Source: an optimization exercise on an open RTL-to-GDS flow (aim: small area). Production flows keep margins and buffers that such runs may drop.
In this exercise RTL edits were held to simulation tests only and were not proved equivalent to the original.
Power figures rest on the tool's default switching activity, not on a simulated workload.

`flow/design.v`:
```
module themis_core (
    input  wire        clk,
    input  wire        rst,
    input  wire        ev_valid,
    output wire        ev_ready,
    input  wire [25:0] ev_word,
    output reg         tx_valid,
    output wire        tx_bank,
    output wire [15:0] tx_word,
    output wire [1:0]  bank_sel,
    output wire [3:0]  trig,
    output reg  [31:0] overlap_faults
);
    localparam [1:0] ST_IDLE    = 2'd0;
    localparam [1:0] ST_ATTACK  = 2'd1;
    localparam [1:0] ST_DECAY   = 2'd2;
    localparam [1:0] ST_RELEASE = 2'd3;
    localparam [3:0] S_IDLE = 4'd0,  S_INIT = 4'd1,  S_PIT  = 4'd2,  S_VA  = 4'd3,
                     S_VB   = 4'd4,  S_VF   = 4'd5,  S_PRE  = 4'd6,  S_SGN = 4'd7,
                     S_LOAD = 4'd8,  S_EXT  = 4'd9,  S_DIV  = 4'd10, S_OUT = 4'd11;
    reg [6:0] a_att, a_dec, a_rel, f_att, f_dec, f_rel;
    reg [7:0] a_sus, f_sus;
    reg [6:0] a_vs, f_vs, kbd, env_amt, cutoff;
    reg [6:0] kbd0;                  
    reg [7:0] midi_note;
    reg [1:0] vca_st, vcf_st;
    reg [7:0] vcf_cnt;               
    reg [31:0] VL, VT, VD, FL, FT, FD;
    reg        pd1, pd2, pd3;         
    reg [4:0] drum0, drum1, drum2, drum3;
    reg [4:0] phase;
    reg [1:0] ep;                    
    reg [1:0] bs;                    
    reg [15:0] sr;                   
    reg [4:0] bc;
    reg [3:0] st;
    reg       go;
    reg [3:0] job;
    reg       dwrap;                 
    reg       sgn;
    reg       need_init;             
    reg       c1, c2;                
    reg [7:0] acc;                   
    reg       fS, fL, c32;           
    reg [36:0] W;
    reg [13:0] R;
    assign ev_ready = (st == S_IDLE) || rst;
    assign bank_sel = bs;
    assign trig     = {drum3 != 5'd0, drum2 != 5'd0, drum1 != 5'd0, drum0 != 5'd0};
    wire       accept = ev_valid && ev_ready && !rst;
    wire [1:0] tag    = ev_word[25:24];
    wire [3:0] kind   = ev_word[23:20];
    wire [3:0] chan   = ev_word[19:16];
    wire [7:0] d1     = ev_word[15:8];
    wire [7:0] d2     = ev_word[7:0];
    wire [6:0] cc_val = d2[7] ? 7'd127 : d2[6:0];
    wire ev_midi  = accept && (tag == 2'd0);
    wire ev_tick  = accept && (tag == 2'd1);
    wire ev_done  = accept && (tag == 2'd2);
    wire ev_reset = accept && (tag == 2'd3);
    wire is_drum    = ev_midi && (kind == 4'h9) && (chan == 4'd9);
    wire is_noteon  = ev_midi && (kind == 4'h9) && (chan != 4'd9);
    wire is_noteoff = ev_midi && (kind == 4'h8);
    wire is_cc      = ev_midi && (kind == 4'hB);
    wire ext   = (st == S_EXT);
    wire inb   = !ext;
    wire first = (bc == 5'd0) && inb;        
    wire [4:0] bcm21  = bc - 5'd21;
    wire cut_b   = inb && (bc >= 5'd21) && (bc <= 5'd27) && cutoff[bcm21[2:0]];
    wire note_b  = inb && (bc[4:3] == 2'd0) && midi_note[bc[2:0]];
    wire nvel_b  = (bc[4:3] == 2'd0) && (bc[2:0] != 3'd7) && R[0];    
    wire k16129_b = inb && ((bc == 5'd0) || (bc >= 5'd8 && bc <= 5'd13));
    wire c64_b   = inb && (bc == 5'd6);
    wire c35_b   = inb && (bc == 5'd0 || bc == 5'd1 || bc == 5'd5);
    wire c5_b    = inb && ep[0] && (bc == 5'd0 || bc == 5'd2);
    wire b26     = (bc == 5'd26);
    wire nlt64  = (midi_note[7:6] == 2'b00);
    wire pvalid = (midi_note >= 8'd36) && (midi_note <= 8'd71);
    reg [6:0] csel;
    always @(*) begin
        case (job)
            4'd1:    csel = a_att;
            4'd3:    csel = f_att;
            4'd5:    csel = a_rel;
            4'd6:    csel = f_rel;
            4'd8:    csel = a_dec;
            default: csel = f_dec;
        endcase
    end
    wire c_b = inb && (bc[4:3] == 2'd0) && (bc[2:0] != 3'd7) && csel[bc[2:0]];
    localparam [2:0] X_0 = 3'd0, X_VL = 3'd1, X_FL = 3'd2, X_VT20 = 3'd3,
                     X_VT = 3'd4, X_FT = 3'd5, X_NOTE = 3'd6;
    localparam [3:0] Y_0 = 4'd0, Y_VD = 4'd1, Y_VT = 4'd2, Y_CUT = 4'd3, Y_FL = 4'd4,
                     Y_FD = 4'd5, Y_64 = 4'd6, Y_35 = 4'd8;
    localparam [1:0] MA_0 = 2'd0, MA_NVEL = 2'd1, MA_S1 = 2'd2, MA_T = 2'd3;
    localparam [2:0] MB_AVS = 3'd0, MB_FVS = 3'd1, MB_ENV = 3'd2, MB_ASUS = 3'd3,
                     MB_FSUS = 3'd4, MB_KBD = 3'd5, MB_100 = 3'd6;
    localparam [2:0] A2_0 = 3'd0, A2_S1 = 3'd1, A2_MUL = 3'd2, A2_K = 3'd3,
                     A2_CUT = 3'd4, A2_FLE = 3'd5, A2_VCA = 3'd6, A2_PD1 = 3'd7;
    localparam [2:0] B2_0 = 3'd0, B2_C = 3'd1, B2_W = 3'd2, B2_MUL = 3'd3,
                     B2_PD3 = 3'd4, B2_5 = 3'd5;
    reg [2:0] xsel;
    reg [3:0] ysel;
    reg       sub1, swp;
    reg [1:0] masel;
    reg       ma_ft;
    reg [2:0] mbsel;
    reg [2:0] a2sel, b2sel;
    reg       sub2;
    always @(*) begin
        xsel = X_0; ysel = Y_0; sub1 = 1'b0; swp = 1'b0;
        masel = MA_0; ma_ft = 1'b0; mbsel = MB_100;
        a2sel = A2_0; b2sel = B2_0; sub2 = 1'b0;
        case (st)
            S_PIT: begin
                xsel = X_NOTE; ysel = Y_35; sub1 = 1'b1;
                masel = MA_S1; mbsel = MB_100;
                a2sel = A2_MUL; b2sel = B2_5;
            end
            S_VA, S_VB: begin
                xsel = X_VL; ysel = Y_VD; sub1 = (vca_st != ST_ATTACK);
                a2sel = A2_VCA;
            end
            S_VF: begin
                xsel = X_FL; ysel = Y_FD;
                a2sel = A2_FLE; b2sel = B2_W; sub2 = nlt64;
            end
            S_PRE: begin
                masel = MA_NVEL; mbsel = (job == 4'd0) ? MB_AVS : MB_FVS;
                a2sel = A2_K; b2sel = B2_MUL; sub2 = 1'b1;
            end
            S_SGN: begin
                xsel = X_FT; ysel = (job == 4'd3 || job == 4'd9) ? Y_CUT : Y_FL; sub1 = 1'b1;
            end
            S_LOAD, S_EXT: begin
                case (job)
                    4'd0: begin xsel = X_VT20; ysel = Y_VT; sub1 = 1'b1; a2sel = A2_S1; end
                    4'd1: begin xsel = X_VT; a2sel = A2_S1; b2sel = B2_C; end
                    4'd2: begin masel = MA_T; ma_ft = 1'b1; mbsel = MB_ENV; a2sel = A2_MUL; end
                    4'd3: begin xsel = X_FT; ysel = Y_CUT; sub1 = 1'b1; swp = sgn;
                                a2sel = A2_S1; b2sel = sgn ? B2_0 : B2_C; end
                    4'd4: begin xsel = X_NOTE; ysel = Y_64; sub1 = 1'b1; swp = nlt64;
                                masel = MA_S1; mbsel = MB_KBD;
                                a2sel = A2_PD1; b2sel = B2_PD3; end
                    4'd5: begin xsel = X_VL; a2sel = A2_S1; b2sel = B2_C; end
                    4'd7: begin masel = MA_T; mbsel = MB_ASUS; a2sel = A2_MUL; end
                    4'd8: begin xsel = X_VL; ysel = Y_VT; sub1 = 1'b1; a2sel = A2_S1; b2sel = B2_C; end
                    4'd9: begin xsel = X_FT; ysel = Y_CUT; sub1 = 1'b1; swp = sgn;
                                masel = MA_S1; mbsel = MB_FSUS; a2sel = A2_MUL; end
                    default: begin  
                                xsel = X_FT; ysel = Y_FL; sub1 = 1'b1; swp = sgn;
                                a2sel = A2_S1; b2sel = sgn ? B2_0 : B2_C; end
                endcase
            end
            S_OUT: begin
                a2sel = (job == 4'd9) ? A2_CUT : A2_0;
                b2sel = B2_W;
                sub2  = sgn && (job == 4'd3 || job == 4'd6 ||
                                job == 4'd9 || job == 4'd10);
            end
            default: ;
        endcase
    end
    reg xb, yb;
    always @(*) begin
        case (xsel)
            X_VL:    xb = VL[0];
            X_FL:    xb = FL[0];
            X_VT20:  xb = VT[20];
            X_VT:    xb = VT[0];
            X_FT:    xb = FT[0];
            X_NOTE:  xb = note_b;
            default: xb = 1'b0;
        endcase
        case (ysel)
            Y_VD:    yb = VD[0];
            Y_VT:    yb = VT[0];
            Y_CUT:   yb = cut_b;
            Y_FL:    yb = FL[0];
            Y_FD:    yb = FD[0];
            Y_64:    yb = c64_b;
            Y_35:    yb = c35_b;
            default: yb = 1'b0;
        endcase
    end
    wire a1  = (swp ? yb : xb) & inb;
    wire b1  = (swp ? xb : yb) & inb;
    wire b1x = b1 ^ sub1;
    wire c1i = first ? sub1 : c1;
    wire s1  = a1 ^ b1x ^ c1i;
    wire c1n = (a1 & b1x) | (a1 & c1i) | (b1x & c1i);
    wire s1e = s1 & inb;
    reg       ma;
    reg [7:0] mb;
    always @(*) begin
        case (masel)
            MA_NVEL: ma = nvel_b;
            MA_S1:   ma = s1e;
            MA_T:    ma = (ma_ft ? FT[0] : VT[0]) & inb;
            default: ma = 1'b0;
        endcase
        case (mbsel)
            MB_AVS:  mb = {1'b0, a_vs};
            MB_FVS:  mb = {1'b0, f_vs};
            MB_ENV:  mb = {1'b0, env_amt};
            MB_ASUS: mb = a_sus;
            MB_FSUS: mb = f_sus;
            MB_KBD:  mb = {1'b0, kbd0};
            default: mb = 8'd100;
        endcase
    end
    wire [8:0] msum   = (first ? 9'd0 : {1'b0, acc}) + (ma ? {1'b0, mb} : 9'd0);
    wire       mulout = msum[0];
    wire vca_att = (vca_st == ST_ATTACK);
    wire useT    = !c32 || !fS;
    wire vca_wd  = vca_att ? (c32 | s1) : (fL ? (useT ? VT[0] : s1) : VL[0]);
    wire vca_em  = vca_att ? VL[0] : vca_wd;
    wire vca_emit = vca_att | fL;
    wire vcf_att  = (vcf_st == ST_ATTACK);
    wire vcf_act  = vcf_att | !vcf_cnt[7];
    wire vcf_last = (vcf_cnt == 8'd0);
    wire vcf_wd   = vcf_att ? s1 : (vcf_act ? (vcf_last ? FT[0] : s1) : FL[0]);
    wire vcf_em   = vcf_att ? FL[0] : vcf_wd;
    reg a2, b2;
    always @(*) begin
        case (a2sel)
            A2_S1:   a2 = s1e;
            A2_MUL:  a2 = mulout;
            A2_K:    a2 = k16129_b;
            A2_CUT:  a2 = cut_b;
            A2_FLE:  a2 = vcf_em;
            A2_VCA:  a2 = vca_em;
            A2_PD1:  a2 = pd1 && bc != 5'd0;
            default: a2 = 1'b0;
        endcase
        case (b2sel)
            B2_C:    b2 = c_b;
            B2_W:    b2 = wq;
            B2_MUL:  b2 = mulout;
            B2_PD3:  b2 = pd3 && (bc >= 5'd3 || ext);
            B2_5:    b2 = c5_b;
            default: b2 = 1'b0;
        endcase
    end
    wire b2x = b2 ^ sub2;
    wire c2i = first ? sub2 : c2;
    wire s2  = a2 ^ b2x ^ c2i;
    wire c2n = (a2 & b2x) | (a2 & c2i) | (b2x & c2i);
    reg [13:0] Dm;
    reg        dcin;
    reg [4:0]  kend;
    reg        wq;
    always @(*) begin
        case (job)
            4'd0:       begin Dm = 14'd16129; dcin = 1'b1; kend = 5'd25; end
            4'd2:       begin Dm = 14'd16129; dcin = 1'b1; kend = 5'd30; end
            4'd4:       begin Dm = 14'd127;   dcin = 1'b1; kend = 5'd25; end
            4'd7, 4'd9: begin Dm = 14'd254;   dcin = 1'b1; kend = 5'd9;  end
            default:    begin Dm = {7'd0, csel}; dcin = 1'b0; kend = 5'd9;  end
        endcase
        case (job)
            4'd0, 4'd4: wq = W[31];
            4'd2:       wq = W[36];
            default:    wq = W[15];
        endcase
    end
    wire        din  = (!dwrap || bc < 5'd10) && W[36];
    wire [14:0] rs   = {R, din};
    wire [15:0] diff = {1'b0, rs} + {2'b11, ~Dm} + {15'd0, dcin};
    wire        fits = !diff[15];
    wire hi_nz    = |sr[14:12];
    wire clamp_hi = ep[0] ? (!sr[15] && hi_nz) : (sr[15] || hi_nz);
    wire clamp_lo = ep[0] && sr[15];
    assign tx_bank = ep[1];
    assign tx_word = {ep[0], 3'b011,
                      clamp_lo ? 12'd0 : (clamp_hi ? 12'hFFF : sr[11:0])};
    wire sr_in = (st == S_PIT) ? (s2 & pvalid) : s2;
    wire init   = (st == S_INIT);
    wire p_pre  = go && (st == S_PRE);
    wire p_load = go && (st == S_LOAD);
    wire p_out  = go && (st == S_OUT);
    wire we_VL = go && (init || st == S_VB);
    wire we_VT = (go && init) || (p_pre && job == 4'd0) || (p_out && (job == 4'd0 || job == 4'd7)) ||
                 (p_load && job == 4'd5);
    wire we_VD = (go && init) || (p_out && (job == 4'd1 || job == 4'd5 || job == 4'd8));
    wire we_FL = go && (init || st == S_VF);
    wire we_FT = (go && init) || (p_pre && job == 4'd2) || (p_out && (job == 4'd2 || job == 4'd9)) ||
                 (p_load && job == 4'd5);
    wire we_FD = (go && init) || (p_out && (job == 4'd3 || job == 4'd6 || job == 4'd10));
    wire wd_VL = !init && vca_wd;
    wire wd_VT = !init && (st != S_LOAD) && s2;
    wire wd_VD = !init && s2;
    wire wd_FL = init ? b26 : vcf_wd;
    wire wd_FT = init ? b26 : ((st == S_LOAD) ? cut_b : s2);
    wire wd_FD = !init && s2;
    wire bc31  = (bc == 5'd31);
    wire tx_ev = go && ((st == S_PIT && bc == 5'd15) ||
                        (st == S_VB && bc31 && vca_emit) ||
                        (st == S_VF && bc31 && vcf_act));
    always @(posedge clk) begin
        bc <= bc + 5'd1;
        VL <= {we_VL ? wd_VL : VL[0], VL[31:1]};
        VT <= {we_VT ? wd_VT : VT[0], VT[31:1]};
        VD <= {we_VD ? wd_VD : VD[0], VD[31:1]};
        FL <= {we_FL ? wd_FL : FL[0], FL[31:1]};
        FT <= {we_FT ? wd_FT : FT[0], FT[31:1]};
        FD <= {we_FD ? wd_FD : FD[0], FD[31:1]};
        pd1 <= mulout;
        pd2 <= pd1;
        pd3 <= pd2;
        c1  <= c1n;
        c2  <= c2n;
        acc <= msum[8:1];
        sr  <= {sr_in, sr[15:1]};
        if (st == S_DIV) begin
            R <= fits ? diff[13:0] : rs[13:0];
            W <= {W[35:0], fits};
            if (bc31) dwrap <= 1'b1;
        end else begin
            W <= {(p_load || ext) ? s2 : W[0], W[36:1]};
            R[13:7] <= 7'd0;
            if (ext)
                R[6:0] <= 7'd0;
            else if (is_noteon)
                R[6:0] <= d2[7] ? 7'd0 : ~d2[6:0];
            else if (p_pre && bc < 5'd7 && job != 4'd4)
                R[6:0] <= {R[0], R[6:1]};
        end
        if (st == S_VA && go) begin
            if (first) begin
                fS <= (s1 != VT[0]) ? s1 : vca_att;
                fL <= (VL[0] != VT[0]) & VL[0];
            end else begin
                if (s1 != VT[0]) fS <= s1;
                if (VL[0] != VT[0]) fL <= VL[0];
            end
            if (bc31) c32 <= c1n;
        end
        if (st == S_SGN && go && bc31)
            sgn <= xb ^ ~yb ^ c1n;
        tx_valid <= 1'b0;
        if (tx_ev) begin
            if (bs != 2'b00) begin
                if (overlap_faults != 32'hFFFF_FFFF)
                    overlap_faults <= overlap_faults + 32'd1;
            end else begin
                tx_valid <= 1'b1;
                bs       <= ep[1] ? 2'b10 : 2'b01;
            end
        end
        if (bc31) go <= 1'b1;
        if (rst || ev_reset) begin
            a_att <= 7'd9;  a_dec <= 7'd19; a_rel <= 7'd9;
            f_att <= 7'd9;  f_dec <= 7'd19; f_rel <= 7'd9;
            a_sus <= 8'd127; f_sus <= 8'd127;
            a_vs  <= 7'd0;  f_vs  <= 7'd0;  kbd <= 7'd0;  kbd0 <= 7'd0;
            env_amt <= 7'd64; cutoff <= 7'd32;
            midi_note <= 8'd0;
            vca_st <= ST_IDLE; vcf_st <= ST_IDLE; vcf_cnt <= 8'd0;
            drum0 <= 5'd0; drum1 <= 5'd0; drum2 <= 5'd0; drum3 <= 5'd0;
            phase <= 5'd0;
            bs <= 2'b00;
            overlap_faults <= 32'd0;
            tx_valid <= 1'b0;
            need_init <= 1'b1;
            st <= S_IDLE;
        end else begin
            case (st)
                S_IDLE: begin
                    go <= bc31;
                    if (ev_tick) begin
                        if (drum0 != 5'd0) drum0 <= drum0 - 5'd1;
                        if (drum1 != 5'd0) drum1 <= drum1 - 5'd1;
                        if (drum2 != 5'd0) drum2 <= drum2 - 5'd1;
                        if (drum3 != 5'd0) drum3 <= drum3 - 5'd1;
                        ep    <= phase[1:0];
                        phase <= (phase == 5'd19) ? 5'd0 : phase + 5'd1;
                        if (phase == 5'd0 || phase == 5'd1)
                            st <= S_PIT;
                        else if (phase == 5'd2 && vca_st != ST_IDLE)
                            st <= S_VA;
                        else if (phase == 5'd3 && vcf_st != ST_IDLE) begin
                            job <= 4'd4;     
                            st  <= S_LOAD;
                        end
                    end
                    if (ev_done)
                        bs <= 2'b00;
                    if (is_drum) begin
                        case (d1)
                            8'd36: drum0 <= 5'd20;
                            8'd38: drum1 <= 5'd20;
                            8'd42: drum2 <= 5'd20;
                            8'd46: drum3 <= 5'd20;
                            default: ;
                        endcase
                    end
                    if (is_noteon) begin
                        midi_note <= d1;
                        kbd0      <= kbd;
                        vca_st    <= ST_ATTACK;
                        vcf_st    <= ST_ATTACK;
                        vcf_cnt   <= {1'b0, f_att};
                        job       <= 4'd2;
                        st        <= need_init ? S_INIT : S_PRE;
                    end
                    if (is_noteoff) begin
                        vca_st  <= ST_RELEASE;
                        vcf_st  <= ST_RELEASE;
                        vcf_cnt <= {1'b0, f_rel};
                        job     <= 4'd5;
                        st      <= need_init ? S_INIT : S_LOAD;
                    end
                    if (is_cc) begin
                        case (d1)
                            8'd20: a_att   <= cc_val;
                            8'd21: a_dec   <= cc_val;
                            8'd22: a_sus   <= {cc_val, 1'b0};
                            8'd23: a_rel   <= cc_val;
                            8'd24: f_att   <= cc_val;
                            8'd25: f_dec   <= cc_val;
                            8'd26: f_sus   <= {cc_val, 1'b0};
                            8'd27: f_rel   <= cc_val;
                            8'd28: a_vs    <= cc_val;
                            8'd29: f_vs    <= cc_val;
                            8'd30: kbd     <= cc_val;
                            8'd31: env_amt <= cc_val;
                            8'd74: cutoff  <= cc_val;
                            default: ;
                        endcase
                    end
                end
                S_INIT: if (go && bc31) begin
                    need_init <= 1'b0;
                    st <= (job == 4'd2) ? S_PRE : S_LOAD;
                end
                S_PIT: if (go && bc == 5'd15) st <= S_IDLE;
                S_VA: if (go && bc31) st <= S_VB;
                S_VB: if (go && bc31) begin
                    st <= S_IDLE;
                    if (vca_att) begin
                        if (c32 | fS) begin
                            vca_st <= ST_DECAY;
                            job    <= 4'd7;
                            st     <= S_LOAD;
                        end
                    end else if (vca_st == ST_RELEASE && (!fL || useT)) begin
                        vca_st <= ST_IDLE;
                    end
                end
                S_VF: if (go && bc31) begin
                    st <= S_IDLE;
                    if (vcf_att) begin
                        vcf_cnt <= vcf_cnt - 8'd1;
                        if (vcf_last) begin
                            vcf_st  <= ST_DECAY;
                            vcf_cnt <= {1'b0, f_dec};
                            job     <= 4'd9;
                            st      <= S_SGN;
                        end
                    end else if (vcf_act) begin
                        vcf_cnt <= vcf_cnt - 8'd1;
                        if (vcf_last && vcf_st == ST_RELEASE)
                            vcf_st <= ST_IDLE;
                    end else if (vcf_st == ST_RELEASE) begin
                        vcf_st <= ST_IDLE;
                    end
                end
                S_PRE: if (go && bc31) begin
                    if (job == 4'd2) job <= 4'd0;
                    else st <= S_LOAD;
                end
                S_SGN: if (go && bc31) st <= S_LOAD;
                S_LOAD: if (go && bc31) st <= S_EXT;
                S_EXT: if (bc == 5'd4) begin
                    st    <= S_DIV;
                    dwrap <= 1'b0;
                end
                S_DIV: if (dwrap && bc == kend) begin
                    st <= (job == 4'd4) ? S_VF : S_OUT;
                    go <= bc31;
                end
                S_OUT: if (go && bc31) begin
                    job <= job + 4'd1;
                    case (job)
                        4'd0, 4'd1, 4'd7: st <= S_LOAD;  
                        4'd2, 4'd5, 4'd9: st <= S_SGN;  
                        default: st <= S_IDLE;          
                    endcase
                end
                default: st <= S_IDLE;
            endcase
        end
    end
endmodule
```
`flow/flow/run.sh`:
```
#!/bin/bash
# The standard ORFS layout, with three changes to how it is made:
#  - the combinational logic of the standard synthesis is re-mapped by ABC for
#    area (flow/resyn.ys); every register stays the instance the standard
#    synthesis made, with its name and cell type;
#  - ports are buffered with the smallest buffer;
#  - the clock tree uses clkbuf_4 in clusters of at most 8 sinks, without
#    dummy loads.
# Each tool's output goes to a log file in this folder.
set -euo pipefail
W=$(pwd)
R=$W/orfs/results/sky130hd/themis_core/base
LIB=$FLOW_HOME/platforms/sky130hd/lib/sky130_fd_sc_hd__tt_025C_1v80.lib
YOSYS=$(command -v yosys || echo "$FLOW_HOME/../tools/install/yosys/bin/yosys")
cat >> config.mk <<'CFG'
export BUFFER_PORTS_ARGS = -buffer_cell sky130_fd_sc_hd__buf_1
export CTS_ARGS = -sink_clustering_enable -repair_clock_nets -dont_use_dummy_load -buf_list sky130_fd_sc_hd__clkbuf_4 -sink_clustering_size 8 -sink_clustering_max_diameter 50
CFG
bash standard.sh synth > synth.log 2>&1
cp "$R/1_2_yosys.v" "$W/std_1_2_yosys.v"
sed -e "s#@LIB@#$LIB#g" -e "s#@IN@#$W/std_1_2_yosys.v#" -e "s#@OUT@#$R/1_2_yosys.v#" flow/resyn.ys > resyn.ys
"$YOSYS" -l resyn.log -q resyn.ys > resyn.out 2>&1
rm -f "$R/1_synth.odb"
bash standard.sh > standard.log 2>&1
```
`flow/flow/resyn.ys`:
```
# Re-map the combinational logic of the standard synthesis for area.
# Registers stay the instances the standard synthesis made (same names, same
# cell types); only the logic between them is re-mapped by ABC.
read_liberty -ignore_miss_func @LIB@
setattr -mod -set keep_hierarchy 1 sky130_fd_sc_hd__df* sky130_fd_sc_hd__edf* sky130_fd_sc_hd__sdf* sky130_fd_sc_hd__sedf* sky130_fd_sc_hd__dl*
read_verilog @IN@
hierarchy -top themis_core
flatten
opt -purge
abc -liberty @LIB@ -dont_use *lpflow* -dont_use *probe* -script +strash;ifraig;dc2;dc2;dch,-f;amap,-F,50,-A,30;topo
opt_clean -purge
splitnets
hilomap -singleton -hicell sky130_fd_sc_hd__conb_1 HI -locell sky130_fd_sc_hd__conb_1 LO
insbuf -buf sky130_fd_sc_hd__buf_1 A X
opt_clean -purge
stat -liberty @LIB@
blackbox A:keep_hierarchy
write_verilog -noattr -nohex -nodec @OUT@
```
`flow/standard.sh`:
```
#!/bin/bash
# synth_recipe.tcl (not shown) runs the flow's synth.tcl, then flattens the netlist and writes it again
# the make line also repeats each setting of config.mk as NAME=value (left out here)
make -C /OpenROAD-flow-scripts/flow DESIGN_CONFIG=/design/flow/config.mk WORK_HOME=/design/flow/orfs CLKGATE_MAP_FILE= SYNTH_SCRIPT=/design/flow/synth_recipe.tcl "${@:-finish}"
```
`flow/config.mk`:
```
export PLATFORM = sky130hd
export DESIGN_NAME = themis_core
export DESIGN_NICKNAME = themis_core
export VERILOG_FILES = /design/flow/design.v
export SDC_FILE = /design/flow/constraint.sdc
export NUM_CORES = 4
export LEC_CHECK = 0
export CAP_MARGIN = 0
export CORE_MARGIN = 2
export CORE_UTILIZATION = 40
export SLEW_MARGIN = 0
export BUFFER_PORTS_ARGS = -buffer_cell sky130_fd_sc_hd__buf_1
export CTS_ARGS = -sink_clustering_enable -repair_clock_nets -dont_use_dummy_load -buf_list sky130_fd_sc_hd__clkbuf_4 -sink_clustering_size 8 -sink_clustering_max_diameter 50
```
`flow/constraint.sdc`:
```
create_clock -name core_clock -period 12.0 [get_ports {clk}]
set_input_delay 2.4000 -clock core_clock [delete_from_list [all_inputs] [get_ports {clk}]]
set_output_delay 2.4000 -clock core_clock [all_outputs]
set_load 0.01 [all_outputs]
```
==> results of run 1 <==
==> metrics by stage <==
step / util [%] / hold WS (ns)
finish: 44.2 / 0.295
global route: 44.2 / 0.315
CTS: 44.2 / 0.296
detailed placement: 42.9 / 0.312
global placement: 42.9 / 0.310
floorplan: - / 0.310
==> flip-flops by register name, indices dropped and copies added, names as in the netlist, 8 cells and up <==
name / count
W: 37
FD: 32
FL: 32
FT: 32
VD: 32
VL: 32
VT: 32
overlap_faults: 32
sr: 16
R: 14
a_sus: 8
acc: 8
f_sus: 8
midi_note: 8
vcf_cnt: 8
==> final timing paths <==
check            to  slack, ns
min reg2reg  VL[22]       0.29
max          FT[31]       3.72
max reg2reg  FT[31]       3.72
min          VL[22]       0.29
==> cell usage in the layout, fill, tap and decap left out, types with 4 or more instances in the layout <==
| master | n |
|---|---|
| dfxtp_1 | 457 |
| nor2_1 | 250 |
| clkinv_1 | 197 |
| o21ai_0 | 197 |
| a21oi_1 | 155 |
| nand2_1 | 99 |
| buf_1 | 82 |
| clkbuf_4 | 72 |
| nor3_1 | 70 |
| o22ai_1 | 40 |
| o22a_1 | 34 |
| a221oi_1 | 31 |
| o21a_1 | 26 |
| o221ai_1 | 25 |
| buf_4 | 25 |
| a31oi_1 | 21 |
| edfxtp_1 | 17 |
| nand3_1 | 17 |
| a211oi_1 | 16 |
| a22oi_1 | 14 |
| a222oi_1 | 13 |
| o211ai_1 | 13 |
| nand4_1 | 12 |
| nor2b_1 | 11 |
| or3_1 | 11 |
| or2_0 | 8 |
| a22o_1 | 8 |
| or4_1 | 7 |
| nor4_1 | 7 |
| a31o_1 | 6 |
| o311a_1 | 5 |
| o2111ai_1 | 5 |
| and2_0 | 4 |
| o32ai_1 | 4 |
| a41oi_1 | 4 |
==> area by class of cell <==
class                   count  share of cell area, %
well taps                 539                   3.65
diodes                      3                 0.0406
repair buffers            107                   2.68
multi-input cells        1156                   34.4
clock buffers              72                   2.93
flip-flops and latches    474                   52.3
inverters                 198                   4.02
==> power by group <==
part	switching [mW]	leakage (nW)	internal, mW
Sequential	0.121	3.88	1.86
Combinational	0.659	2.23	0.330
Clock	0.501	0.331	0.276
==> metal layers <==
layer | track usage, % | up-vias | share of wire (%)
met4 | 9.19 | 0 | 3.6
met2 | 34.5 | 526 | 44
met1 | 29.8 | 6587 | 45
met3 | 5.06 | 106 | 7.3
li1 | - | 6988 | -
met5 | 0 | - | 0
==> run_results.csv, run 1 <==
group,metric,value,unit
outcome,status,"no timing/DRC/antenna violations",
hold_path,min_from,"VL[23]",
timing,hold_viol_final,0,
clocking,clkTransAtPathRegs,0.09,ns
critical_path,crit_path_end_kind,"flop",
floorplanning,die_w,209,µm
placed_design,place_congestion,0.951,
critical_path,worst_ep_arrival_time,8.90,ns
placed_design,place_ws,4.03,ns
clocking,clk_latency,0.78,ns
synthesis,synth_warnings,1,
timing,worst_slew_pin_slew,1.28,ns
detailed_routing,viasPerCell,5.57,
clocking,hold_buffers,0,
timing,fin_ws,3.72,ns
detailed_routing,avgRoutedWirePerCell,19.0,µm
critical_path,crit_fanout,17,
final_layout,nets,2038,
detailed_routing,firstDrtPassIters,8,
critical_path,cp.depth,35,
critical_path,critPathTopFamily,"compound AO/OA/AOI/OAI gates",
floorplanning,core-area,41800,µm²
critical_path,crit_required,12.61,ns
hold_path,hold_class,"flop to flop",
clocking,cts_buffers,72,
global_route,overflow,0,
clocking,post_cts_buffers,0,
timing,fin_crit_sh,69.0,%
final_layout,multi_input_area,6360,µm²
timing,relSlewSlack,13.9,%
timing,clock.fmax,121,MHz
critical_path,startpoint,"job[3]",
clocking,h-tree-depth,3,
floorplanning,die_area,43900,µm²
final_layout,seqCellArea,9660,µm²
timing,clock-skew-final,0.0612,ns
floorplanning,io_pins,86,
detailed_routing,drt_iter0_drc,1244,
final_layout,n_fill_cell,4126,
critical_path,worst-path-buf-inv,5,
synthesis,syn-cell-area,16900,µm²
critical_path,rr_worst_depth,35,
synthesis,syn-instance-count,1865,
pwr,pwr_density_cell,203,nW/µm²
floorplanning,die_h,209,µm
clocking,clock_sinks,474,
hold_path,whs_path_depth,0,
critical_path,r2r_start,"job[3]",
final_layout,fin_area,18500,µm²
pwr,fin_total_pwr,3.75,mW
detailed_routing,drtAntennaViolNets,0,
floorplanning,start_util,40.4,%
clocking,tritoncts,"yes",
global_route,grt_max_degree,88,
placed_design,dp_cells,2474,
final_layout,layout.cells.non_filler,2549,
global_route,grt_pass1_wl,75.8,mm
critical_path,cp-start-kind,"flop",
critical_path,max_stage_delay,0.58,ns
critical_path,crit_slowest_cell,"nor2_1",
clocking,post_cts_resized,0,
pwr,leakage,6.44,nW
global_route,grt.total_usage,22.2,%
placed_design,place.port_buffers,82,
global_route,grt_pass1_vias,13447,
timing,rsz0062_at_grt,"false",
floorplanning,num_rows,75,
placed_design,hpwlAfterDp,35.1,mm
final_layout,syn2layout_area_growth,9.48,%
pwr,vdd_drop_max,0.0905,mV
detailed_routing,wl,48.4,mm
flow_run,max-cap-violations,0,
synthesis,avgSynthCellArea,9.05,µm²
detailed_routing,drc,0,
final_layout,drive_above_1_share,5.13,%
critical_path,cp_common_cell,"nor2_1",
detailed_routing,vias,14207,
clocking,cts_buffer_depth,3,
clocking,cts_root_buf,"clkbuf_4",
timing,finalMaxSlewViolations,0,
placed_design,placed_area,17900,µm²
global_route,antenna_found_initial,2,
timing,period_needed,8.28,ns
timing,tns,0,ns
critical_path,crit_type,"flop to flop",
timing,setup_viol,0,
==> inputs of run 2 (changes only) <==
--- a/flow/config.mk
+++ b/flow/config.mk
@@ -6,8 +6,8 @@
 export NUM_CORES = 4
 export LEC_CHECK = 0
-export CAP_MARGIN = 0
+export CAP_MARGIN = 20
 export CORE_MARGIN = 2
 export CORE_UTILIZATION = 40
-export SLEW_MARGIN = 0
+export SLEW_MARGIN = 20
 export BUFFER_PORTS_ARGS = -buffer_cell sky130_fd_sc_hd__buf_1
 export CTS_ARGS = -sink_clustering_enable -repair_clock_nets -dont_use_dummy_load -buf_list sky130_fd_sc_hd__clkbuf_4 -sink_clustering_size 8 -sink_clustering_max_diameter 50
==> run_results.csv, run 2 <==
group,metric,value,unit
timing,relSlewSlack,24.2,%
critical_path,ff2ff_setup_slack,3.79,ns
pwr,leakage,6.44,nW
flow_run,max-cap-violations,0,
placed_design,place.port_buffers,82,
detailed_routing,vias,14271,
final_layout,n_fill_cell,4160,
floorplanning,die_area,43900,µm²
placed_design,place_congestion,0.951,
synthesis,avgSynthCellArea,9.05,µm²
final_layout,top_register,"W",
final_layout,final_common_cell,"dfxtp_1",
hold_path,hold_class,"flop to flop",
global_route,grt_max_degree,88,
pwr,fin_total_pwr,3.75,mW
timing,setup_viol,0,
detailed_routing,wl,48.5,mm
critical_path,rr_worst_depth,35,
global_route,grt_pass1_vias,13483,
critical_path,crit_required,12.60,ns
global_route,grt_pass1_wl,76.0,mm
synthesis,synth_warnings,1,
global_route,antenna_found_initial,1,
timing,hold_viol_final,0,
critical_path,crit_type,"flop to flop",
pwr,pwr_density_cell,203,nW/µm²
detailed_routing,firstDrtPassIters,9,
clocking,tritoncts,"yes",
critical_path,crit_slowest_cell,"nor2_1",
outcome,status,"no timing/DRC/antenna violations",
clocking,clk_latency,0.77,ns
critical_path,crit_path_end_kind,"flop",
timing,period_needed,8.21,ns
final_layout,syn2layout_area_growth,9.54,%
hold_path,min_from,"VL[23]",
hold_path,hold_end,"VL[22]",
clocking,cts_root_buf,"clkbuf_4",
critical_path,timing.rr.end,"FT[31]",
clocking,clkTransAtPathRegs,0.09,ns
critical_path,crit_fanout,17,
floorplanning,io_pins,86,
clocking,cts_buffers,72,
timing,finalMaxSlewViolations,0,
pwr,vdd_drop_max,0.0818,mV
clocking,hold_buffers,0,
critical_path,r2r_start,"job[3]",
detailed_routing,viasPerCell,5.60,
detailed_routing,avgRoutedWirePerCell,19.0,µm
global_route,grt.total_usage,22.2,%
final_layout,final_cell_mix,"dfxtp_1 (457), nor2_1 (250), clkinv_1 (197), o21ai_0 (197), a21oi_1 (155)",
synthesis,syn-instance-count,1865,
timing,rsz0062_at_grt,"false",
synthesis,syn-cell-area,16900,µm²
placed_design,hpwlAfterDp,35.3,mm
timing,fin_crit_sh,68.4,%
detailed_routing,drc,0,
detailed_routing,drtAntennaViolNets,0,
timing,clock-skew-final,0.0581,ns
timing,clock.fmax,122,MHz
critical_path,max_stage_delay,0.59,ns
timing,worst_slew_pin_slew,1.13,ns
critical_path,cp-start-kind,"flop",
detailed_routing,drt_iter0_drc,1262,
critical_path,cp_common_cell,"nor2_1",
final_layout,drive_above_1_share,5.18,%
clocking,cts_buffer_depth,3,
floorplanning,die_h,209,µm
final_layout,nets,2038,
final_layout,largest_reg_flops,37,
hold_path,whs_path_depth,0,
floorplanning,start_util,40.4,%
global_route,overflow,0,
clocking,post_cts_resized,0,
floorplanning,core-area,41800,µm²
critical_path,worst_ep_arrival_time,8.81,ns
clocking,h-tree-depth,3,
timing,tns,0,ns
clocking,clock_sinks,474,
floorplanning,die_w,209,µm
clocking,post_cts_buffers,0,
floorplanning,num_rows,75,
==> run 2: changes by cell type in the layout (fill, tap and decap cells not counted), sizes merged <==
cell and delta:
diode -2
==> run 2: critical path, delay by kind of cell (launching register included) <==
family / cells / cell delay (ns)
simple gates: 14 / 2.67
buf+inv: 5 / 1.11
flops: 1 / 0.57
compound gates: 16 / 3.71
==> run 2: routing by layer <==
metal,vias up,share of wire [%],global-route usage (%)
li1,6988,-,-
met1,6696,46,29.6
met2,486,44,35.1
met3,101,6.7,4.65
met4,0,3.5,8.94
met5,-,0,0
==> run 2: area by class of cell <==
class	count	area (µm²)	share of cell area [%]
clock buffers	72	541	2.92
diodes	1	2.50	0.0135
multi-input cells	1156	6370	34.5
flip-flops and latches	474	9660	52.3
well taps	539	674	3.65
repair buffers	107	495	2.68
inverters	198	743	4.02
==> run 2: how the worst max path moves through the flow <==
stage | startpoint | endpoint | slack (ns) | cells past startpoint
global placement | job[3] | FT[31] | 4.41 | 35
detailed placement | job[3] | FT[31] | 4.06 | 35
floorplan | ev_word[25] | phase[4] | 4.25 | 5
finish | job[3] | FT[31] | 3.79 | 35
global route | job[3] | FT[31] | 2.99 | 35
CTS | job[3] | FT[31] | 4.07 | 35
==> run 2: report_power, final <==
group	switching [mW]	leakage, nW	internal (mW)
sequential	0.123	3.88	1.86
combinational	0.659	2.24	0.330
clock	0.502	0.331	0.277
total	1.28	6.44	2.47
==> run 2: stage by stage <==
| step | area, µm² | cells | setup WS, ns | util (%) | hold slack, ns |
|---|---|---|---|---|---|
| 2_1_floorplan | 16900 | 1866 | 4.25 | - | 0.310 |
| 3_3_place_gp | 17900 | 2474 | 4.41 | 42.9 | 0.310 |
| 3_5_place_dp | 17900 | 2474 | 4.06 | 42.9 | 0.312 |
| 4_1_cts | 18500 | 2546 | 4.07 | 44.2 | 0.299 |
| 5_1_grt | 18500 | 2547 | 2.99 | 44.3 | 0.325 |
| 6_report | 18500 | 2547 | 3.79 | 44.3 | 0.290 |
==> inputs of run 3 (changes only) <==
--- a/flow/design.v
+++ b/flow/design.v
@@ -32,5 +32,4 @@
     reg [1:0] ep;                    
     reg [1:0] bs;                    
-    reg [15:0] sr;                   
     reg [4:0] bc;
     reg [3:0] st;
@@ -38,4 +37,5 @@
     reg [3:0] job;
     reg       dwrap;                 
+    reg       dsec;                  
     reg       sgn;
     reg       need_init;             
@@ -44,5 +44,5 @@
     reg       fS, fL, c32;           
     reg [36:0] W;
-    reg [13:0] R;
+    reg [7:0]  R;
     assign ev_ready = (st == S_IDLE) || rst;
     assign bank_sel = bs;
@@ -197,5 +197,5 @@
             MA_NVEL: ma = nvel_b;
             MA_S1:   ma = s1e;
-            MA_T:    ma = (ma_ft ? FT[0] : VT[0]) & inb;
+            MA_T:    ma = (ma_ft ? FT[27] : VT[0]) & inb;    
             default: ma = 1'b0;
         endcase
@@ -247,5 +247,5 @@
     wire s2  = a2 ^ b2x ^ c2i;
     wire c2n = (a2 & b2x) | (a2 & c2i) | (b2x & c2i);
-    reg [13:0] Dm;
+    reg [7:0]  Dm;
     reg        dcin;
     reg [4:0]  kend;
@@ -253,27 +253,29 @@
     always @(*) begin
         case (job)
-            4'd0:       begin Dm = 14'd16129; dcin = 1'b1; kend = 5'd25; end
-            4'd2:       begin Dm = 14'd16129; dcin = 1'b1; kend = 5'd30; end
-            4'd4:       begin Dm = 14'd127;   dcin = 1'b1; kend = 5'd25; end
-            4'd7, 4'd9: begin Dm = 14'd254;   dcin = 1'b1; kend = 5'd9;  end
-            default:    begin Dm = {7'd0, csel}; dcin = 1'b0; kend = 5'd9;  end
+            4'd4:             begin Dm = dsec ? 8'd0 : 8'd127; dcin = !dsec; kend = dsec ? 5'd28 : 5'd25; end
+            4'd0, 4'd2:       begin Dm = 8'd127; dcin = 1'b1; kend = dsec ? 5'd30 : 5'd25; end
+            4'd7, 4'd9:       begin Dm = 8'd254; dcin = 1'b1; kend = 5'd9;  end
+            default:          begin Dm = {1'b0, csel}; dcin = 1'b0; kend = 5'd9;  end
         endcase
         case (job)
-            4'd0, 4'd4: wq = W[31];
-            4'd2:       wq = W[36];
+            4'd0, 4'd2: wq = W[36];
+            4'd4:       wq = W[0];       
             default:    wq = W[15];
         endcase
     end
-    wire        din  = (!dwrap || bc < 5'd10) && W[36];
-    wire [14:0] rs   = {R, din};
-    wire [15:0] diff = {1'b0, rs} + {2'b11, ~Dm} + {15'd0, dcin};
-    wire        fits = !diff[15];
-    wire hi_nz    = |sr[14:12];
-    wire clamp_hi = ep[0] ? (!sr[15] && hi_nz) : (sr[15] || hi_nz);
-    wire clamp_lo = ep[0] && sr[15];
+    wire        e16  = (job == 4'd0 || job == 4'd2 || job == 4'd4) && !dsec;
+    wire        din  = (!e16 || !dwrap || bc < 5'd10) && W[36];
+    wire [8:0]  rs   = {R, din};
+    wire [9:0]  diff = {1'b0, rs} + {2'b11, ~Dm} + {9'd0, dcin};
+    wire        fits = !diff[9];
+    wire [15:0] txs = W[36:21];
+    wire hi_nz    = |txs[14:12];
+    wire clamp_hi = ep[0] ? (!txs[15] && hi_nz) : (txs[15] || hi_nz);
+    wire clamp_lo = ep[0] && txs[15];
     assign tx_bank = ep[1];
     assign tx_word = {ep[0], 3'b011,
-                      clamp_lo ? 12'd0 : (clamp_hi ? 12'hFFF : sr[11:0])};
-    wire sr_in = (st == S_PIT) ? (s2 & pvalid) : s2;
+                      clamp_lo ? 12'd0 : (clamp_hi ? 12'hFFF : txs[11:0])};
+    wire emitp = go && (st == S_PIT || st == S_VB || st == S_VF);
+    wire w_in  = (p_load || ext) ? s2 : (emitp ? (s2 & (pvalid || st != S_PIT)) : W[0]);
     wire init   = (st == S_INIT);
     wire p_pre  = go && (st == S_PRE);
@@ -312,12 +314,11 @@
         c2  <= c2n;
         acc <= msum[8:1];
-        sr  <= {sr_in, sr[15:1]};
         if (st == S_DIV) begin
-            R <= fits ? diff[13:0] : rs[13:0];
+            R <= fits ? diff[7:0] : rs[7:0];
             W <= {W[35:0], fits};
             if (bc31) dwrap <= 1'b1;
         end else begin
-            W <= {(p_load || ext) ? s2 : W[0], W[36:1]};
-            R[13:7] <= 7'd0;
+            W <= {w_in, W[36:1]};
+            R[7] <= 1'b0;
             if (ext)
                 R[6:0] <= 7'd0;
@@ -476,8 +477,15 @@
                     st    <= S_DIV;
                     dwrap <= 1'b0;
+                    dsec  <= 1'b0;
                 end
-                S_DIV: if (dwrap && bc == kend) begin
-                    st <= (job == 4'd4) ? S_VF : S_OUT;
-                    go <= bc31;
+                S_DIV: if ((dwrap || (dsec && job == 4'd4)) && bc == kend) begin
+                    if ((job == 4'd0 || job == 4'd2 || job == 4'd4) && !dsec) begin
+                        dsec  <= 1'b1;       
+                        dwrap <= 1'b0;
+                        R     <= 8'd0;
+                    end else begin
+                        st <= (job == 4'd4) ? S_VF : S_OUT;
+                        go <= bc31;
+                    end
                 end
                 S_OUT: if (go && bc31) begin
==> run_results.csv, run 3 <==
group,metric,value,unit
global_route,grt.total_usage,22.9,%
detailed_routing,drc,0,
synthesis,avgSynthCellArea,9.04,µm²
detailed_routing,wl,47.8,mm
hold_path,hold_end,"FD[16]",
flow_run,max-cap-violations,0,
detailed_routing,vias,14032,
detailed_routing,avgRoutedWirePerCell,19.4,µm
outcome,status,"no timing/DRC/antenna violations",
synthesis,synth_warnings,1,
detailed_routing,viasPerCell,5.70,
final_layout,drive_above_1_share,5.12,%
global_route,grt_pass1_vias,13231,
global_route,grt_pass1_wl,75.0,mm
global_route,antenna_found_initial,2,
placed_design,place_ws,2.99,ns
floorplanning,start_util,40.7,%
critical_path,crit_slowest_cell,"clkinv_1",
critical_path,crit_fanout,13,
pwr,leakage,6.16,nW
detailed_routing,drtAntennaViolNets,0,
critical_path,max_stage_delay,0.66,ns
clocking,cts_buffer_depth,3,
final_layout,final_common_cell,"dfxtp_1",
detailed_routing,firstDrtPassIters,6,
pwr,vdd_drop_max,0.0782,mV
pwr,pwr_density_cell,160,nW/µm²
placed_design,place.port_buffers,82,
clocking,h-tree-depth,3,
clocking,tritoncts,"yes",
clocking,cts_buffers,69,
clocking,cts_root_buf,"clkbuf_4",
hold_path,min_from,"FD[17]",
final_layout,nets,1964,
timing,fin_crit_sh,77.8,%
placed_design,hpwlAfterDp,34.6,mm
critical_path,timing.rr.end,"W[36]",
critical_path,worst_ep_arrival_time,10.01,ns
timing,clock-skew-final,0.109,ns
timing,hold_viol_final,0,
floorplanning,io_pins,86,
floorplanning,core-area,39900,µm²
clocking,post_cts_buffers,0,
final_layout,top_register,"W",
clocking,clock_sinks,453,
critical_path,cp_common_cell,"nor2_1",
floorplanning,die_w,206,µm
clocking,post_cts_resized,0,
critical_path,crit_path_end_kind,"flop",
final_layout,syn2layout_area_growth,9.50,%
timing,worst_slew_pin_slew,1.05,ns
critical_path,rr_worst_depth,38,
timing,clock.fmax,107,MHz
detailed_routing,drt_iter0_drc,1299,
clocking,clkTransAtPathRegs,0.09,ns
timing,period_needed,9.34,ns
timing,setup_viol,0,
clocking,clk_latency,0.78,ns
floorplanning,num_rows,73,
hold_path,whs_path_depth,0,
critical_path,ff2ff_setup_slack,2.66,ns
timing,rsz0062_at_grt,"false",
synthesis,syn-cell-area,16300,µm²
timing,finalMaxSlewViolations,0,
critical_path,r2r_start,"st[2]",
critical_path,cp-start-kind,"flop",
critical_path,crit_required,12.67,ns
timing,tns,0,ns
synthesis,syn-instance-count,1798,
global_route,overflow,0,
floorplanning,die_h,206,µm
final_layout,largest_reg_flops,37,
hold_path,hold_class,"flop to flop",
timing,relSlewSlack,29.7,%
final_layout,final_cell_mix,"dfxtp_1 (442), nor2_1 (248), o21ai_0 (183)",
critical_path,crit_type,"flop to flop",
placed_design,place_congestion,0.951,
global_route,grt_max_degree,84,
clocking,hold_buffers,0,
floorplanning,die_area,42300,µm²
timing,fin_ws,2.66,ns
-- run 3: changes by cell type in the layout (fill, tap and decap cells not counted), moves of 7 or more --
cell,previous run,this run
dfxtp_1,457,442
nor4_1,6,13
clkinv_1,197,175
nand2_1,99,92
o21ai_0,197,183
o221ai_1,25,39
a221oi_1,31,14
a22oi_1,14,29
a21oi_1,155,141
o221a_1,1,11
-- run 3: stage by stage --
stage | power [mW] | instances | utilization, % | hold WS, ns | instance area [µm²]
floorplan | 1.98 | 1799 | - | 0.310 | 16300
global placement | 2.13 | 2389 | 43.3 | 0.312 | 17300
detailed placement | 2.14 | 2389 | 43.3 | 0.312 | 17300
CTS | 2.88 | 2458 | 44.6 | 0.254 | 17800
global route | 3.01 | 2461 | 44.6 | 0.254 | 17800
finish | 2.85 | 2461 | 44.6 | 0.248 | 17800
-- run 3: final cells by class --
class	count	area (µm²)
inverter	177	664
timing repair buffer	103	465
clock buffer	69	518
tap	525	657
fill	3962	22100
sequential	453	9180
antenna	3	7.51
multi-input combinational	1131	6310
-- run 3: power breakdown --
| group | switching (mW) | internal [mW] |
|---|---|---|
| Combinational | 0.281 | 0.168 |
| Clock | 0.478 | 0.265 |
| Sequential | 0.0652 | 1.59 |
| Total | 0.824 | 2.03 |
-- run 3: layer usage --
layer	up-vias	routed length [µm]	part of all wire [%]	global-route usage (%)
met5	-	0	0	0
met4	0	1930	4.0	9.97
met3	125	3220	6.7	4.81
met2	539	20900	44	35.3
met1	6586	21800	46	31.0
li1	6782	-	-	-
-- run 3: worst max-delay path, delay by kind of cell, from the launching register on --
family	cells	cell delay, ns
xor gates and xnor gates	1	0.42
DFF	1	0.43
and+or+nand+nor	13	2.57
AOI/OAI and AO/OA	17	4.05
buffers and inverters	7	1.75
-- run 3: worst max-delay path by stage --
stage / start / endpoint / slack [ns] / depth (start not counted)
after floorplan: ev_word[24] / R[1] / 1.13 / 6
after global placement: st[2] / W[36] / 3.46 / 36
after detailed placement: st[2] / W[36] / 2.99 / 38
after CTS: st[2] / W[36] / 2.93 / 36
after global routing: st[2] / W[36] / 1.76 / 37
final: st[2] / W[36] / 2.66 / 38
==> inputs of run 4 (changes only) <==
--- a/flow/design.v
+++ b/flow/design.v
@@ -48,4 +48,7 @@
     assign bank_sel = bs;
     assign trig     = {drum3 != 5'd0, drum2 != 5'd0, drum1 != 5'd0, drum0 != 5'd0};
+    function [4:0] dstep(input [4:0] d);
+        dstep = {d[3:0], (d[4] & d[0]) | (!d[4] & d[3] & !d[0])};
+    endfunction
     wire       accept = ev_valid && ev_ready && !rst;
     wire [1:0] tag    = ev_word[25:24];
@@ -371,8 +374,8 @@
                     go <= bc31;
                     if (ev_tick) begin
-                        if (drum0 != 5'd0) drum0 <= drum0 - 5'd1;
-                        if (drum1 != 5'd0) drum1 <= drum1 - 5'd1;
-                        if (drum2 != 5'd0) drum2 <= drum2 - 5'd1;
-                        if (drum3 != 5'd0) drum3 <= drum3 - 5'd1;
+                        drum0 <= dstep(drum0);
+                        drum1 <= dstep(drum1);
+                        drum2 <= dstep(drum2);
+                        drum3 <= dstep(drum3);
                         ep    <= phase[1:0];
                         phase <= (phase == 5'd19) ? 5'd0 : phase + 5'd1;
@@ -390,8 +393,8 @@
                     if (is_drum) begin
                         case (d1)
-                            8'd36: drum0 <= 5'd20;
-                            8'd38: drum1 <= 5'd20;
-                            8'd42: drum2 <= 5'd20;
-                            8'd46: drum3 <= 5'd20;
+                            8'd36: drum0 <= 5'd1;
+                            8'd38: drum1 <= 5'd1;
+                            8'd42: drum2 <= 5'd1;
+                            8'd46: drum3 <= 5'd1;
                             default: ;
                         endcase
==> run_results.csv, run 4 <==
group,metric,value,unit
detailed_routing,drt_iter0_drc,1352,
timing,hold_viol_final,0,
floorplanning,io_pins,86,
critical_path,crit_required,12.58,ns
final_layout,nets,1934,
timing,worst_slew_pin_slew,1.05,ns
detailed_routing,vias,13882,
timing,clock.fmax,140,MHz
timing,setup_viol,0,
timing,tns,0,ns
detailed_routing,avgRoutedWirePerCell,19.5,µm
synthesis,avgSynthCellArea,9.16,µm²
hold_path,hold_class,"flop to flop",
pwr,vdd_drop_max,0.0793,mV
detailed_routing,viasPerCell,5.71,
clocking,post_cts_buffers,0,
pwr,p_switching,1.24,mW
floorplanning,die_w,205,µm
critical_path,cp-start-kind,"flop",
detailed_routing,drc,0,
flow_run,max-cap-violations,0,
final_layout,final_core_util,44.5,%
critical_path,crit_type,"flop to flop",
synthesis,syn-cell-area,16100,µm²
outcome,status,"no timing/DRC/antenna violations",
final_layout,layout.cells.non_filler,2430,
final_layout,final_common_cell,"dfxtp_1",
critical_path,crit_fanout,12,
timing,finalMaxSlewViolations,0,
pwr,pwr-share-comb,27.1,%
final_layout,final_cell_mix,"dfxtp_1 (442), nor2_1 (266), clkinv_1 (188)",
detailed_routing,firstDrtPassIters,9,
placed_design,hpwlAfterDp,34.9,mm
timing,rsz0062_at_grt,"false",
clocking,clk_latency,0.74,ns
placed_design,place.port_buffers,82,
synthesis,syn-instance-count,1763,
clocking,tritoncts,"yes",
global_route,antenna_found_initial,1,
clocking,hold_buffers,0,
placed_design,place_congestion,0.937,
pwr,leakage,6.28,nW
timing,fin_crit_sh,59.5,%
final_layout,top_register,"W",
clocking,h-tree-depth,3,
detailed_routing,drtAntennaViolNets,0,
pwr,pwr_density_cell,203,nW/µm²
timing,relSlewSlack,29.5,%
pwr,clkPwrFrac,20.5,%
pwr,p_int,2.36,mW
final_layout,drive_above_1_share,5.20,%
critical_path,crit_path_end_kind,"flop",
global_route,grt_pass1_vias,12921,
timing,clock-skew-final,0.0658,ns
clocking,clock_sinks,453,
global_route,overflow,0,
pwr,switching_share,34.4,%
clocking,post_cts_resized,0,
floorplanning,die_h,205,µm
final_layout,n_fill_cell,4000,
critical_path,cp_common_cell,"nor2_1",
floorplanning,num_rows,73,
floorplanning,start_util,40.5,%
floorplanning,core-area,39800,µm²
placed_design,dp_cells,2358,
global_route,grt_max_degree,63,
clocking,cts_buffer_depth,3,
floorplanning,die_area,42000,µm²
global_route,grt.total_usage,22.7,%
timing,period_needed,7.14,ns
clocking,cts_buffers,69,
detailed_routing,wl,47.3,mm
pwr,fin_total_pwr,3.61,mW
global_route,grt_pass1_wl,73.9,mm
clocking,cts_root_buf,"clkbuf_4",
clocking,clkTransAtPathRegs,0.08,ns
critical_path,crit_slowest_cell,"clkinv_1",
synthesis,synth_warnings,1,
final_layout,largest_reg_flops,37,
pwr,p_seq_share,52.4,%
critical_path,worst_ep_arrival_time,7.71,ns
critical_path,max_stage_delay,0.47,ns
final_layout,syn2layout_area_growth,9.87,%
[run 4: cell types whose count changed in the layout (fill, tap and decap cells not counted), moves of 9 or more]
cell      delta
nor2_1      +18
o221ai_1    -11
clkinv_1    +13
a32o_1      +13
o221a_1      -9
o32ai_1     +17
o22a_1      +27
a22oi_1     -12
o21ai_0     -53
a21oi_1     -17
nor3_1      -17
[run 4: worst paths after layout]
check	startpoint	to	slack (ns)	cells past startpoint
worst max-delay path	st[3]	W[36]	4.86	28
worst min-delay path	VD[2]	VD[1]	0.28	0
worst max register to register	st[3]	W[36]	4.86	28
worst min register to register	VD[2]	VD[1]	0.28	0
[run 4: power groups by stage]
stage / clock (mW) / sequential [mW] / combinational [mW]
6_report: 0.738 / 1.89 / 0.977
2_1_floorplan: 0 / 1.88 / 0.656
4_1_cts: 0.774 / 1.89 / 0.962
3_5_place_dp: 0 / 1.93 / 0.957
3_3_place_gp: 0 / 1.92 / 0.951
5_1_grt: 0.834 / 1.92 / 1.08
[run 4: layout make-up]
cell class / instances / area (µm²) / share of cell area (%)
clock buffer: 69 / 518 / 2.92
sequential: 453 / 9180 / 51.7
multi-input combinational: 1085 / 6150 / 34.7
inverter: 188 / 706 / 3.98
timing repair buffer: 108 / 523 / 2.95
antenna: 2 / 5.00 / 0.0282
tap: 525 / 657 / 3.70
[run 4: metal layers]
metal	vias up	wire length [µm]	global-route usage [%]
met3	97	3380	4.42
met1	6602	21700	31.8
met2	524	20600	34.7
met4	0	1650	8.45
li1	6659	-	-
met5	-	0	0
[run 4: worst max-delay path, delay by kind of cell, from the launching register on]
family                    cells  cell delay [ns]
AOI/OAI and AO/OA            14             3.25
and+or+nand+nor               8             1.86
buffers and inverters         5             1.31
DFF                           1             0.44
xor gates and xnor gates      1             0.12
[run 4: metrics by stage]
step | area (µm²) | setup slack (ns) | hold slack, ns
after CTS | 17700 | 5.06 | 0.277
after floorplan | 16100 | 0.859 | 0.310
after global routing | 17700 | 4.16 | 0.274
after global placement | 17200 | 5.33 | 0.310
after detailed placement | 17200 | 5.12 | 0.312
final | 17700 | 4.86 | 0.277
==> inputs of run 5 (changes only) <==
--- a/flow/flow/run.sh
+++ b/flow/flow/run.sh
@@ -2,6 +2,7 @@
 # The standard ORFS layout, with three changes to how it is made:
 #  - the combinational logic of the standard synthesis is re-mapped by ABC for
-#    area (flow/resyn.ys); every register stays the instance the standard
-#    synthesis made, with its name and cell type;
+#    area (flow/resyn.ys, with a few ABC scripts; the smallest result is
+#    kept); every register stays the instance the standard synthesis made,
+#    with its name and cell type;
 #  - ports are buffered with the smallest buffer;
 #  - the clock tree uses clkbuf_4 in clusters of at most 8 sinks, without
@@ -19,6 +20,24 @@
 bash standard.sh synth > synth.log 2>&1
 cp "$R/1_2_yosys.v" "$W/std_1_2_yosys.v"
-sed -e "s#@LIB@#$LIB#g" -e "s#@IN@#$W/std_1_2_yosys.v#" -e "s#@OUT@#$R/1_2_yosys.v#" flow/resyn.ys > resyn.ys
-"$YOSYS" -l resyn.log -q resyn.ys > resyn.out 2>&1
-rm -f "$R/1_synth.odb"
+R1="strash;ifraig;dc2;dc2;dch,-f;amap,-F,50,-A,30"
+R2="strash;ifraig;dc2;dch,-f;amap,-F,50,-A,30"
+SCRIPTS=("+$R1;topo" "+$R1;$R2;topo" "+$R1;$R2;$R2;topo" "+$R1;$R2;$R2;$R2;topo")
+best=""
+bestarea=""
+for i in "${!SCRIPTS[@]}"; do
+  sed -e "s#@LIB@#$LIB#g" -e "s#@IN@#$W/std_1_2_yosys.v#" -e "s#@OUT@#$W/resyn_$i.v#" \
+      -e "s#@SCRIPT@#${SCRIPTS[$i]}#" flow/resyn.ys > "resyn_$i.ys"
+  if "$YOSYS" -l "resyn_$i.log" -q "resyn_$i.ys" > "resyn_$i.out" 2>&1; then
+    a=$(grep "Chip area for top module" "resyn_$i.log" | tail -1 | awk '{print $NF}')
+    if [[ -n "$a" ]] && { [[ -z "$bestarea" ]] || awk -v x="$a" -v y="$bestarea" 'BEGIN{exit !(x < y)}'; }; then
+      best=$i
+      bestarea=$a
+    fi
+  fi
+done
+echo "re-mapped netlist: script $best, area $bestarea" > resyn_choice.log
+if [[ -n "$best" ]]; then
+  cp "$W/resyn_$best.v" "$R/1_2_yosys.v"
+  rm -f "$R/1_synth.odb"
+fi
 bash standard.sh > standard.log 2>&1
--- a/flow/flow/resyn.ys
+++ b/flow/flow/resyn.ys
@@ -8,5 +8,5 @@
 flatten
 opt -purge
-abc -liberty @LIB@ -dont_use *lpflow* -dont_use *probe* -script +strash;ifraig;dc2;dc2;dch,-f;amap,-F,50,-A,30;topo
+abc -liberty @LIB@ -dont_use *lpflow* -dont_use *probe* -script @SCRIPT@
 opt_clean -purge
 splitnets
--- a/flow/config.mk
+++ b/flow/config.mk
@@ -8,5 +8,5 @@
 export CAP_MARGIN = 20
 export CORE_MARGIN = 2
-export CORE_UTILIZATION = 40
+export CORE_UTILIZATION = 65
 export SLEW_MARGIN = 20
 export BUFFER_PORTS_ARGS = -buffer_cell sky130_fd_sc_hd__buf_1
==> run_results.csv, run 5 <==
group,metric,value,unit
placed_design,place.port_buffers,82,
global_route,antenna_found_initial,1,
clocking,cts_buffers,67,
synthesis,syn-cell-area,16000,µm²
clocking,h-tree-depth,3,
floorplanning,io_pins,86,
critical_path,crit_path_end_kind,"flop",
pwr,leakage,6.20,nW
outcome,status,"no timing/DRC/antenna violations",
timing,worst_slew_pin_slew,1.06,ns
clocking,clock_sinks,453,
clocking,hold_buffers,0,
clocking,clkTransAtPathRegs,0.09,ns
timing,clock.fmax,121,MHz
detailed_routing,vias,13986,
final_layout,top_register,"W",
final_layout,final_common_cell,"dfxtp_1",
critical_path,startpoint,"st[2]",
timing,fin_crit_sh,68.9,%
detailed_routing,drt_iter0_drc,1695,
placed_design,place_ws,4.17,ns
placed_design,place_congestion,0.995,
timing,setup_viol,0,
detailed_routing,wl,44.4,mm
detailed_routing,avgRoutedWirePerCell,20.3,µm
critical_path,max_stage_delay,0.57,ns
pwr,vdd_drop_max,0.135,mV
floorplanning,start_util,66.1,%
critical_path,cp-start-kind,"flop",
timing,clock-skew-final,0.0904,ns
critical_path,crit_required,12.63,ns
global_route,grt_max_degree,63,
detailed_routing,drtAntennaViolNets,0,
floorplanning,die_h,161,µm
critical_path,critPathTopFamily,"compound AO/OA/AOI/OAI gates",
final_layout,largest_reg_flops,37,
final_layout,layout.cells.non_filler,2185,
hold_path,min_from,"FD[17]",
final_layout,nets,1891,
global_route,grt.total_usage,34.1,%
critical_path,crit_slowest_cell,"nor2_1",
floorplanning,core-area,24200,µm²
flow_run,max-cap-violations,0,
timing,finalMaxSlewViolations,0,
final_layout,drive_above_1_share,4.84,%
clocking,cts_buffer_depth,3,
placed_design,hpwlAfterDp,32.5,mm
synthesis,avgSynthCellArea,9.26,µm²
clocking,post_cts_resized,0,
timing,period_needed,8.27,ns
clocking,clk_latency,0.70,ns
detailed_routing,viasPerCell,6.40,
synthesis,syn-instance-count,1731,
clocking,post_cts_buffers,0,
floorplanning,die_w,161,µm
timing,tns,0,ns
critical_path,crit_fanout,12,
critical_path,worst-path-buf-inv,5,
critical_path,worst_ep_arrival_time,8.90,ns
pwr,pwr_density_cell,213,nW/µm²
timing,hold_viol_final,0,
critical_path,crit_type,"flop to flop",
global_route,grt_pass1_wl,70.5,mm
critical_path,r2r_start,"st[2]",
floorplanning,num_rows,57,
global_route,grt_pass1_vias,13247,
timing,fin_ws,3.73,ns
detailed_routing,firstDrtPassIters,12,
final_layout,final_cell_mix,"dfxtp_1 (442), nor2_1 (244), clkinv_1 (172)",
timing,rsz0062_at_grt,"false",
clocking,tritoncts,"yes",
synthesis,synth_warnings,1,
timing,relSlewSlack,28.8,%
detailed_routing,drc,0,
floorplanning,die_area,25900,µm²
clocking,cts_root_buf,"clkbuf_4",
hold_path,hold_class,"flop to flop",
placed_design,dp_cells,2117,
final_layout,syn2layout_area_growth,7.89,%
global_route,overflow,0,
-- run 5: changes by cell type in the layout (fill, tap and decap cells not counted), sizes merged, moves of 4 or more --
| cell | delta |
|---|---|
| nor2 | -20 |
| a21oi | -21 |
| nor4 | +4 |
| buf | -9 |
| clkinv | -16 |
| o32ai | -16 |
| a31o | +4 |
| o211a | +4 |
| o221ai | -4 |
| nand2 | +9 |
| o22ai | +8 |
| o211ai | +7 |
-- run 5: metal layers --
layer	global-route usage, %	vias up	routed length (µm)
met4	15.1	0	1970
met3	6.73	154	4300
met5	0	-	0
met2	54.0	766	19800
met1	45.9	6548	18300
li1	-	6518	-
-- run 5: final timing paths --
| kind | endpoint | slack [ns] | cells past startpoint |
|---|---|---|---|
| worst max-delay path | FT[31] | 3.73 | 29 |
| worst min register to register | FD[16] | 0.28 | 0 |
| worst max register to register | FT[31] | 3.73 | 29 |
| worst min-delay path | FD[16] | 0.28 | 0 |
-- run 5: metrics by stage --
stage	hold WS [ns]	power, mW	util [%]	cell area [µm²]
4_1_cts	0.277	3.66	71.3	17300
6_report	0.278	3.68	71.3	17300
3_5_place_dp	0.312	2.95	69.2	16800
2_1_floorplan	0.310	2.62	-	16000
5_1_grt	0.268	3.87	71.3	17300
3_3_place_gp	0.312	2.92	69.1	16800
-- run 5: cell type report --
cell class | count | area [µm²]
Tap cell | 324 | 405
Multi-Input combinational cell | 1068 | 6100
Fill cell | 1920 | 6960
Sequential cell | 453 | 9180
Timing Repair Buffer | 99 | 455
Antenna cell | 1 | 2.50
Inverter | 173 | 649
Clock buffer | 67 | 503
-- run 5: power by group --
part	internal (mW)	switching (mW)	leakage, nW
sequential	1.81	0.154	3.71
clock	0.258	0.468	0.308
combinational	0.338	0.655	2.18
total	2.41	1.28	6.20

-- what the ideal ports hide --
No port has a modelled driver above. Below, the same layouts with a new extraction and two added sets of constraints.
Step 1 assumes that a clkbuf_16 drives the clock port and a buf_2 every other input.
Step 2 times the ports against the registers' clock, not the clock port: input delays grow and output delays shrink by t, the midpoint of the rising clock arrivals with the driver on.
Three values: ideal ports, drivers, drivers and shift; two values: the first two.
| run | shift t [ns] | setup WS [ns] | clock arrival spread, ns | worst register clock-pin slew, ns | worst data-port slew with drivers (ns) |
|---|---|---|---|---|---|
| run 1 | 0.800 | 3.716 / 3.716 / 3.716 | 0.063 / 0.063 | 0.10 / 0.10 | 0.04 |
| run 2 | 0.791 | 3.788 / 3.788 / 3.788 | 0.058 / 0.058 | 0.10 / 0.10 | 0.04 |
| run 3 | 0.781 | 2.661 / 2.661 / 2.661 | 0.110 / 0.110 | 0.10 / 0.10 | 0.04 |
| run 4 | 0.758 | 4.864 / 4.864 / 4.864 | 0.067 / 0.067 | 0.10 / 0.10 | 0.03 |
| run 5 | 0.707 | 3.735 / 3.735 / 3.735 | 0.091 / 0.090 | 0.10 / 0.10 | 0.04 |
After both steps every run listed still meets setup and hold.
